Background: an optimization exercise with open tools, aiming at small area, a short achievable clock period and few clock cycles. Do not read the settings as production practice.
In this exercise RTL edits were held to simulation tests only and were not proved equivalent to the original.
Power figures rest on the tool's default switching activity, not on a simulated workload.

==> design/flow/design.v <==
module owc #(
    parameter [7:0] FAMILY_A = 8'h10,
    parameter [7:0] FAMILY_B = 8'h28
) (
    input             clk,
    input             rst,         
    input             cmd_valid,
    input      [15:0] cmd,
    output reg        rsp_valid,
    output     [15:0] rsp,
    output            bus_req,
    output     [1:0]  bus_op,      
    output            bus_wbit,
    input             bus_ack,
    input             bus_rbit
);
    localparam [2:0] C_OK = 3'd0, C_BUSEMPTY = 3'd1, C_ADDRCRC = 3'd2,
                     C_UNSUPPORTED = 3'd3, C_SPADCRC = 3'd4, C_NOMORE = 3'd5,
                     C_NODATA = 3'd6, C_ILLEGAL = 3'd7;
    localparam [1:0] PH_IDLE = 2'd0, PH_SEARCHING = 2'd1, PH_EXHAUSTED = 2'd2;
    localparam [2:0] ST_RESET = 3'b000, ST_ID = 3'b001, ST_CMP = 3'b101,
                     ST_CMD = 3'b010, ST_DIR = 3'b110;
    reg  [7:0]  crc_r;
    reg         ck, fd;
    reg  [1:0]  phase;
    reg  [6:0]  lastd;
    reg  [63:0] rom;       
    reg         romz;      
    reg  [71:0] bufr;      
    reg         ng;        
    reg  [15:0] mag;       
    reg         dv;        
    reg         busy;
    reg  [2:0]  st;
    reg  [6:0]  k;
    reg  [6:0]  last_zero;
    reg  [63:0] work;
    reg         id_bit;
    reg  [7:0]  crc_w;     
    reg  [7:0]  cacc;      
    reg  [3:0]  cp;
    reg         pend_s, pend_d;
    reg  [2:0]  rcode;
    reg  [7:0]  rdata;
    assign rsp      = {5'd0, rcode, rdata};
    assign bus_req  = busy;
    assign bus_op   = st[1:0];
    assign bus_wbit = st[2] ? work[63] : k[2];
    function [7:0] crc8_byte;
        input [7:0] c_in;
        input [7:0] b;
        reg   [7:0] c;
        integer n;
        begin
            c = c_in ^ b;
            for (n = 0; n < 8; n = n + 1)
                c = c[0] ? ((c >> 1) ^ 8'h8C) : (c >> 1);
            crc8_byte = c;
        end
    endfunction
    wire [3:0] opc = cmd[15:12];
    wire [3:0] fa  = cmd[11:8];
    wire [7:0] fd8 = cmd[7:0];
    wire a0 = (fa == 4'd0);
    wire d0 = (fd8 == 8'd0);
    wire addr_mapped = (fd8[7:3] == 5'b00000) ||
                       (fd8[7:3] == 5'b00010) ||
                       (fd8[7:4] == 4'h2 && (fd8[3:0] <= 4'd8)) ||
                       (fd8[7:3] == 5'b00110);
    reg legal;
    always @* begin
        case (opc)
            4'h0, 4'h1, 4'h3, 4'h4, 4'h5, 4'h6: legal = a0 && d0;
            4'h2, 4'h7:                         legal = a0;
            4'h8:                               legal = (fa <= 4'd8);
            4'h9:                               legal = a0 && addr_mapped;
            default:                            legal = 1'b0;
        endcase
    end
    wire take = cmd_valid && !busy && !pend_s && !pend_d;
    wire go   = take && legal;
    wire wrb  = go && (opc == 4'h8);
    wire       rd_cmd  = cmd_valid && (opc == 4'h9);
    wire [3:0] bsel    = rd_cmd ? fd8[3:0] : {1'b0, cp[2:0]};
    wire [7:0] buf_sel = bsel[3] ? bufr[71:64] : bufr[8*bsel[2:0] +: 8];
    wire       restart = wrb && !fa[3] && (fa <= cp);
    wire       sp_rdy  = cp[3];
    wire       sp_ok   = (cacc == bufr[71:64]);
    wire [11:0] whole = mag[15:4];
    wire [3:0]  fq    = mag[3:0];
    reg [3:0] f1, f0;
    always @* begin
        case (fq)
            4'd0:  begin f1 = 4'd0; f0 = 4'd0; end
            4'd1:  begin f1 = 4'd0; f0 = 4'd6; end
            4'd2:  begin f1 = 4'd1; f0 = 4'd2; end
            4'd3:  begin f1 = 4'd1; f0 = 4'd8; end
            4'd4:  begin f1 = 4'd2; f0 = 4'd5; end
            4'd5:  begin f1 = 4'd3; f0 = 4'd1; end
            4'd6:  begin f1 = 4'd3; f0 = 4'd7; end
            4'd7:  begin f1 = 4'd4; f0 = 4'd3; end
            4'd8:  begin f1 = 4'd5; f0 = 4'd0; end
            4'd9:  begin f1 = 4'd5; f0 = 4'd6; end
            4'd10: begin f1 = 4'd6; f0 = 4'd2; end
            4'd11: begin f1 = 4'd6; f0 = 4'd8; end
            4'd12: begin f1 = 4'd7; f0 = 4'd5; end
            4'd13: begin f1 = 4'd8; f0 = 4'd1; end
            4'd14: begin f1 = 4'd8; f0 = 4'd7; end
            default: begin f1 = 4'd9; f0 = 4'd3; end
        endcase
    end
    wire [6:0] frac = {3'd0, f1} * 7'd10 + {3'd0, f0};
    function [3:0] add3;
        input [3:0] x;
        case (x)
            4'd5: add3 = 4'd8;  4'd6: add3 = 4'd9;  4'd7: add3 = 4'd10;
            4'd8: add3 = 4'd11; 4'd9: add3 = 4'd12; 4'd10: add3 = 4'd13;
            4'd11: add3 = 4'd14; 4'd12: add3 = 4'd15; 4'd13: add3 = 4'd0;
            4'd14: add3 = 4'd1; 4'd15: add3 = 4'd2;
            default: add3 = x;
        endcase
    endfunction
    reg [15:0] bcd;
    integer b, q;
    always @* begin
        bcd = 16'd0;
        for (b = 11; b >= 0; b = b - 1) begin
            for (q = 0; q < 4; q = q + 1)
                bcd[4*q +: 4] = add3(bcd[4*q +: 4]);
            bcd = {bcd[14:0], whole[b]};
        end
    end
    wire [3:0] w0 = bcd[3:0], w1 = bcd[7:4], w2 = bcd[11:8], w3 = bcd[15:12];
    wire [2:0] nd1  = (w3 != 4'd0) ? 3'd3 : (w2 != 4'd0) ? 3'd2 :
                      (w1 != 4'd0) ? 3'd1 : 3'd0;               
    wire [3:0] tlen = dv ? ({1'b0, nd1} + 4'd4 + {3'd0, ng}) : 4'd0;
    wire [2:0] tj = fd8[2:0];
    wire [3:0] rpos = tlen - 4'd1 - {1'b0, tj};                 
    reg  [7:0] tch;
    always @* begin
        if ({1'b0, tj} >= tlen)       tch = 8'h00;
        else if (ng && tj == 3'd0)    tch = 8'h2D;
        else begin
            case (rpos[2:0])
                3'd0: tch = {4'h3, f0};
                3'd1: tch = {4'h3, f1};
                3'd2: tch = 8'h2E;
                3'd3: tch = {4'h3, w0};
                3'd4: tch = {4'h3, w1};
                3'd5: tch = {4'h3, w2};
                default: tch = {4'h3, w3};
            endcase
        end
    end
    wire [15:0] nraw = bufr[15:0];
    wire        nneg = nraw[15];
    wire [15:0] nmag = nneg ? (16'd0 - nraw) : nraw;
    wire signed [16:0] sraw = {nneg, nraw};
    wire ge1000 = nneg ? (sraw <= -17'sd16000) : (sraw >= 17'sd16000);
    wire ge100  = nneg ? (sraw <= -17'sd1600)  : (sraw >= 17'sd1600);
    wire ge10   = nneg ? (sraw <= -17'sd160)   : (sraw >= 17'sd160);
    wire [3:0] ntlen = 4'd4 + {3'd0, ge10} + {3'd0, ge100} + {3'd0, ge1000} + {3'd0, nneg};
    reg [7:0] rd_data;
    always @* begin
        rd_data = 8'h00;
        case (fd8[5:4])
            2'd0: case (fd8[2:0])
                3'd0: rd_data = crc_r;
                3'd1: rd_data = {5'd0, ng, fd, ck};
                3'd2: rd_data = {6'd0, phase};
                3'd3: rd_data = {1'b0, lastd};
                3'd4: rd_data = whole[7:0];
                3'd5: rd_data = {4'd0, whole[11:8]};
                3'd6: rd_data = {1'b0, frac};
                default: rd_data = {4'd0, tlen};
            endcase
            2'd1: rd_data = romz ? 8'h00 : rom[8*fd8[2:0] +: 8];
            2'd2: rd_data = buf_sel;
            default: rd_data = tch;
        endcase
    end
    wire disc = !id_bit && !bus_rbit;
    wire dir  = !disc ? id_bit :
                (k < lastd) ? work[0] :
                (k == lastd);
    wire step = busy && bus_ack;
    always @(posedge clk) begin
        if (rst) begin
            crc_r     <= 8'h00;
            ck        <= 1'b0;
            fd        <= 1'b0;
            phase     <= PH_IDLE;
            lastd     <= 7'd0;
            romz      <= 1'b1;
            bufr      <= 72'd0;
            ng        <= 1'b0;
            mag       <= 16'd0;
            dv        <= 1'b0;
            busy      <= 1'b0;
            st        <= ST_RESET;
            cacc      <= 8'h00;
            cp        <= 4'd8;
            pend_s    <= 1'b0;
            pend_d    <= 1'b0;
            rsp_valid <= 1'b0;
        end else begin
            rsp_valid <= 1'b0;
            if (restart) begin
                cacc <= 8'h00;
                cp   <= 4'd0;
            end else if (!sp_rdy && !rd_cmd) begin
                cacc <= crc8_byte(cacc, buf_sel);
                cp   <= cp + 4'd1;
            end
            if (busy) begin
                if (step) begin
                    case (st)
                        ST_RESET: begin
                            if (!bus_rbit) begin
                                phase     <= PH_EXHAUSTED;
                                lastd     <= 7'd0;
                                fd        <= 1'b0;
                                busy      <= 1'b0;
                                rsp_valid <= 1'b1;
                                rcode     <= C_BUSEMPTY;
                                rdata     <= 8'h00;
                            end else begin
                                st <= ST_CMD;
                                k  <= 7'd0;
                            end
                        end
                        ST_CMD: begin
                            if (k[2:0] == 3'd7) begin
                                st        <= ST_ID;
                                k         <= 7'd1;
                                last_zero <= 7'd0;
                                crc_w     <= 8'h00;
                            end else begin
                                k <= k + 7'd1;
                            end
                        end
                        ST_ID: begin
                            id_bit <= bus_rbit;
                            st     <= ST_CMP;
                        end
                        ST_CMP: begin
                            work <= {dir, work[63:1]};
                            if (id_bit && bus_rbit) begin
                                phase     <= PH_EXHAUSTED;
                                lastd     <= 7'd0;
                                fd        <= 1'b0;
                                busy      <= 1'b0;
                                rsp_valid <= 1'b1;
                                rcode     <= C_BUSEMPTY;
                                rdata     <= 8'h00;
                            end else begin
                                if (disc && !dir)
                                    last_zero <= k;
                                if (k <= 7'd56)
                                    crc_w <= {1'b0, crc_w[7:1]} ^ ((crc_w[0] ^ dir) ? 8'h8C : 8'h00);
                                st <= ST_DIR;
                            end
                        end
                        default: begin  
                            if (k[6]) begin
                                rom       <= work;
                                romz      <= 1'b0;
                                lastd     <= last_zero;
                                phase     <= (last_zero == 7'd0) ? PH_EXHAUSTED : PH_SEARCHING;
                                fd        <= 1'b1;
                                busy      <= 1'b0;
                                rsp_valid <= 1'b1;
                                rcode     <= C_OK;
                                rdata     <= work[7:0];
                            end else begin
                                k  <= k + 7'd1;
                                st <= ST_ID;
                            end
                        end
                    endcase
                end
            end else if (pend_s || pend_d) begin
                if (sp_rdy) begin
                    pend_s    <= 1'b0;
                    pend_d    <= 1'b0;
                    rsp_valid <= 1'b1;
                    ck        <= sp_ok;
                    if (pend_d) begin
                        dv    <= sp_ok;
                        ng    <= sp_ok & nneg;
                        mag   <= sp_ok ? nmag : 16'd0;
                        rcode <= sp_ok ? C_OK : C_SPADCRC;
                        rdata <= sp_ok ? {4'd0, ntlen} : cacc;
                    end else begin
                        rcode <= sp_ok ? C_OK : C_SPADCRC;
                        rdata <= cacc;
                    end
                end
            end else if (cmd_valid) begin
                rsp_valid <= 1'b1;
                rcode     <= C_OK;
                rdata     <= 8'h00;
                if (!legal) begin
                    rcode <= C_ILLEGAL;
                end else begin
                    case (opc)
                        4'h1: crc_r <= 8'h00;                                
                        4'h2: begin                                          
                            crc_r <= crc8_byte(crc_r, fd8);
                            rdata <= crc8_byte(crc_r, fd8);
                        end
                        4'h3: begin                                          
                            if (!fd) begin
                                ck    <= 1'b0;
                                rcode <= C_NODATA;
                            end else begin
                                ck    <= (crc_w == rom[63:56]);
                                rcode <= (crc_w == rom[63:56]) ? C_OK : C_ADDRCRC;
                                rdata <= crc_w;
                            end
                        end
                        4'h4: begin                                          
                            if (sp_rdy) begin
                                ck    <= sp_ok;
                                rcode <= sp_ok ? C_OK : C_SPADCRC;
                                rdata <= cacc;
                            end else begin
                                rsp_valid <= 1'b0;
                                pend_s    <= 1'b1;
                            end
                        end
                        4'h5: begin                                          
                            phase <= PH_IDLE;
                            lastd <= 7'd0;
                            fd    <= 1'b0;
                        end
                        4'h6: begin                                          
                            if (phase == PH_EXHAUSTED) begin
                                fd    <= 1'b0;
                                rcode <= C_NOMORE;
                            end else begin
                                rsp_valid <= 1'b0;
                                busy      <= 1'b1;
                                st        <= ST_RESET;
                            end
                        end
                        4'h7: begin                                          
                            if (fd8 != FAMILY_A && fd8 != FAMILY_B) begin
                                ck    <= 1'b0;
                                dv    <= 1'b0;
                                ng    <= 1'b0;
                                mag   <= 16'd0;
                                rcode <= C_UNSUPPORTED;
                                rdata <= fd8;
                            end else if (sp_rdy) begin
                                ck    <= sp_ok;
                                dv    <= sp_ok;
                                ng    <= sp_ok & nneg;
                                mag   <= sp_ok ? nmag : 16'd0;
                                rcode <= sp_ok ? C_OK : C_SPADCRC;
                                rdata <= sp_ok ? {4'd0, ntlen} : cacc;
                            end else begin
                                rsp_valid <= 1'b0;
                                pend_d    <= 1'b1;
                            end
                        end
                        4'h8: begin                                          
                            bufr[8*fa +: 8] <= fd8;
                            rdata <= fd8;
                        end
                        4'h9: rdata <= rd_data;                              
                        default: ;
                    endcase
                end
            end
        end
    end
endmodule
==> design/flow/run.sh <==
#!/bin/bash
# synth_recipe.tcl (not shown) runs the flow's synth.tcl, then flattens the netlist and writes it again
# the make line also repeats each setting of config.mk as NAME=value (left out here)
make -C /OpenROAD-flow-scripts/flow DESIGN_CONFIG=/design/flow/config.mk WORK_HOME=/design/flow/orfs CLKGATE_MAP_FILE= SYNTH_SCRIPT=/design/flow/synth_recipe.tcl finish
==> design/flow/config.mk <==
export PLATFORM = sky130hd
export DESIGN_NAME = owc
export DESIGN_NICKNAME = owc
export VERILOG_FILES = /design/flow/design.v
export SDC_FILE = /design/flow/constraint.sdc
export NUM_CORES = 4
export LEC_CHECK = 0
export ABC_AREA = 1
export CAP_MARGIN = 20
export CORE_MARGIN = 2
export CORE_UTILIZATION = 40
export PLACE_DENSITY = 0.6
export SLEW_MARGIN = 20
==> design/flow/constraint.sdc <==
create_clock -name core_clock -period 18.0 [get_ports {clk}]
set_input_delay 3.6000 -clock core_clock [delete_from_list [all_inputs] [get_ports {clk}]]
set_output_delay 3.6000 -clock core_clock [all_outputs]
set_load 0.01 [all_outputs]
==> impl_metrics.yaml <==
grt:
  grt_pass1_vias: 13997
  grt_pass1_wl_um: 80400
  groute.usage.overall: 0.239
  congestion_overflow_gr: 0
  grt_start_max_net_pins: 85
  grt_antenna_before_repair: 1
hold_path:
  launch_instance_of_the_worst_min_delay_path: "work[33]"
  hold_path_depth: 0
  kind_of_path_behind_the_tightest_hold_check: "reg -> reg"
  hold_path_end: "rom[33]"
final_layout:
  areaGrowthSynthToFinish_pct: 11.6
  antenna-diode-count: 0
  finished_layout_cells: 2651
  most-common-layout-cells: "sky130_fd_sc_hd__nand2_1, sky130_fd_sc_hd__inv_1, sky130_fd_sc_hd__edfxtp_1"
  multi_input_comb_area_um2: 7760
  post_route_cells_drive_above_1_share: 0.0708
  mostFrequentLayoutCell: "sky130_fd_sc_hd__nand2_1"
  sequential_standard_cell_area_um2: 7610
  design.final.nets: 2164
  finish.utilization: 0.452
  layout_fillers: 4083
setup_path:
  critPathCaptureType: "flop"
  cp_num_cells: 24
  worst-r2r-setup-slack_ns: 11.47
  crit_path_max_fo: 19
  arr_time_crit_path_ns: 9.87
  top_delay_family_on_crit_path: "simple AND/OR/NAND/NOR gates"
  critical_path.reg2reg.startpoint: "mag[15]"
  worst_ep_required_time_ns: 18.42
  regToRegEndpoint: "rdata[0]"
  worstRegToRegCells: 49
  cpMaxStageDelayCell: "sky130_fd_sc_hd__clkdlybuf4s50_1"
  path_class: "in -> reg"
  max_stage_delay_ns: 0.74
  cp.buffers_inverters: 6
  cp_cell_sequence: "clkdlybuf4s50_1 -> nor2_2 -> inv_1 -> nor2_2 -> inv_1 -> o21ai_0 -> nand3_1 -> nand3_1 -> nand2_1 -> nand2_1 -> inv_1 -> nand2_1 -> nand2_1 -> nor2_1 -> clkinv_1 -> nor3_2 -> o21ai_0 -> a21oi_1 -> a21oi_1 -> nor2_1 -> inv_1 -> ha_1 -> o21ai_0 -> xnor2_1"
  timing.critical_path.from_type: "input port"
floorplanning:
  initial_core_util: 0.404
  die_width_um: 207
  die_h_um: 207
  rows: 74
  core_region_area_um2: 40800
  ios: 42
  total_die_area_um2: 42900
clock_tree:
  cts-root-buf: "sky130_fd_sc_hd__clkbuf_16"
  clk-insertion-delay-late_ns: 0.55
  clock_sink_count: 299
  numCtsBuffers: 34
  post_cts.resized_instances: 0
  cts_tree: "done"
  clk_pin_slew_ns: 0.06
  cts_post_setup_buffers_inserted: 0
  htreeDepth: 2
  hold_buffers: 0
  clk_path_buf_depth: 3
synth:
  ys.flop_type: "sky130_fd_sc_hd__edfxtp_1"
  cell_area_after_technology_mapping_um2: 16500
  yosys.cell_types.count: 59
  synthesis.instances: 2077
  number_of_storage_elements_in_the_synthesis_netlist: 299
  async_flop_share: 0
  synth.yosys.seq_area_share: 0.461
  synth.avg_cell_area_um2: 7.95
  synth-edff-count: 162
  synth.yosys.warnings: 1
pwr:
  vdd.ir_drop.worst_v: 0.0000717
  power.static_leakage_nw: 6.92
  power_per_cell_area_nw_per_um2: 78.2
run:
  maxCapViolations: 0
placed_design:
  place_hpwl_um: 38500
  gp_congestion: 0.967
  port_buffers: 36
  detailedPlace.worstSlack_ns: 7.73
  place_inst: 2595
sta:
  rsz_0062_raised_after_global_routing: "false"
  timing_max_transition_violations_final: 0
  post-route-period-util: 0.525
  max-slew-margin-rel: 0.318
  skew_ns: 0.0198
  worst-slew-pin-transition_ns: 1.02
  maxClockFrequency_ghz: 0.106
  final_critical_path_setup_slack_ns: 8.54
  final-hold-violation-count: 0
  setup_violation_total_in_the_final_timing_report: 0
  tns_ns: 0
  period_needed_ns: 9.46
run_status:
  run_status: "timing/DRC/antenna clean"
routing:
  dr.first_iter.drc_count: 1184
  drt_pre_antenna_iters: 5
  detail_route.wirelength_um: 51900
  vias: 14684
  detail_route.vias_per_cell: 5.54
  detail_route.wl_per_cell_um: 19.6
  drtAntennaViolNets: 0
  drc: 0
[area by class of cell]
| type | instances | share of cell area |
|---|---|---|
| Clock buffer | 44 | 0.0493 |
| Clock inverter | 11 | 0.00543 |
| Inverter | 242 | 0.0493 |
| Multi-Input combinational cell | 1470 | 0.421 |
| Sequential cell | 299 | 0.413 |
| Tap cell | 532 | 0.0361 |
| Timing Repair Buffer | 53 | 0.0263 |
[logic make-up after synthesis]
group	Yosys count	share of synthesized area
compound gates	402	0.147
flops	299	0.461
other cells	1	0.000227
simple gates	960	0.253
fa+ha+maj	43	0.0344
buf+inv	312	0.0730
xor+xnor	60	0.0318
[worst register-to-register path, delay by kind of cell, from the launching register on]
family,cells,cell delay (ns)
AO/OA/AOI/OAI,2,0.50
adder cells (fa/ha/maj),3,0.96
buffers and inverters,4,0.35
flip-flops,1,0.56
AND/OR/NAND/NOR,40,3.99
[synthesized netlist by cell type (28+ instances only)]
| library cell | instances | area [um^2] |
|---|---|---|
| sky130_fd_sc_hd__nand2_1 | 494 | 1850 |
| sky130_fd_sc_hd__inv_1 | 225 | 845 |
| sky130_fd_sc_hd__nor2_1 | 163 | 612 |
| sky130_fd_sc_hd__edfxtp_1 | 162 | 4860 |
| sky130_fd_sc_hd__a21oi_1 | 158 | 791 |
| sky130_fd_sc_hd__nand3_1 | 151 | 756 |
| sky130_fd_sc_hd__dfxtp_1 | 137 | 2740 |
| sky130_fd_sc_hd__o21ai_0 | 90 | 450 |
| sky130_fd_sc_hd__clkbuf_1 | 55 | 206 |
| sky130_fd_sc_hd__nor3_1 | 47 | 235 |
| sky130_fd_sc_hd__ha_1 | 39 | 488 |
| sky130_fd_sc_hd__xor2_1 | 39 | 342 |
| sky130_fd_sc_hd__a22oi_1 | 34 | 255 |
| sky130_fd_sc_hd__nand4_1 | 28 | 175 |
[metal layers]
layer | share of wire | global-route usage | vias to the layer above
li1 | - | - | 7084
met1 | 0.44 | 0.317 | 7002
met2 | 0.46 | 0.384 | 484
met3 | 0.063 | 0.0440 | 112
met4 | 0.039 | 0.0985 | 2
met5 | 0.00021 | 0 | -
[metrics by stage]
stage / hold WS, ns / instance area, um^2 / power (mW)
2_1_floorplan: 0.421 / 16500 / 0.777
3_3_place_gp: 0.424 / 17400 / 0.806
3_5_place_dp: 0.429 / 17400 / 0.806
4_1_cts: 0.444 / 18400 / 1.45
5_1_grt: 0.448 / 18400 / 1.49
6_report: 0.443 / 18400 / 1.44
[worst max path at each step]
stage / end / start
final: f1[0] / cmd[1]
after global placement: f1[0] / cmd[1]
after detailed placement: f1[0] / cmd[1]
after CTS: f1[0] / cmd[1]
after global routing: f1[0] / cmd[1]
after floorplan: f1[0] / cmd[0]
[state kept, by name, indices dropped and copies added, names as in the netlist, 2 cells and up]
name       cells
bufr          72
rom           64
work          64
mag           16
cacc           8
crc_r          8
crc_w          8
rdata          8
k              7
last_zero      7
lastd          7
cp             4
f0             4
f1             4
rcode          3
st             3
phase          2
[power breakdown]
group,internal (mW),switching (mW)
sequential,0.713,0.000542
combinational,0.0229,0.0564
clock,0.371,0.279
Testbench counts, summed over its fixed seeds: cycles 38,774.

-- what the ideal ports hide --
In the flow no input, the clock included, has a driving cell. The finished layout below was timed again as built, in two steps.
Step 1 assumes that a clkbuf_16 drives the clock port and a buf_2 every other input.
Step 2 adds t to the input delays and takes it off the output delays; t is the mean of the earliest and latest rising clock arrival at the registers after step 1. Input paths then give back, and output paths get back, about the clock's delay inside the block.
Three values: ideal ports, drivers, drivers and shift; two values: the first two.
t (ns): 0.596
setup WS [ns]: 8.544 / 8.552 / 7.956
clock arrival spread, ns: 0.020 / 0.020
After both steps setup and hold are still met in this run. For this run, drivers alone change the setup slack by +0.008 ns; drivers and shift together by -0.588 ns.
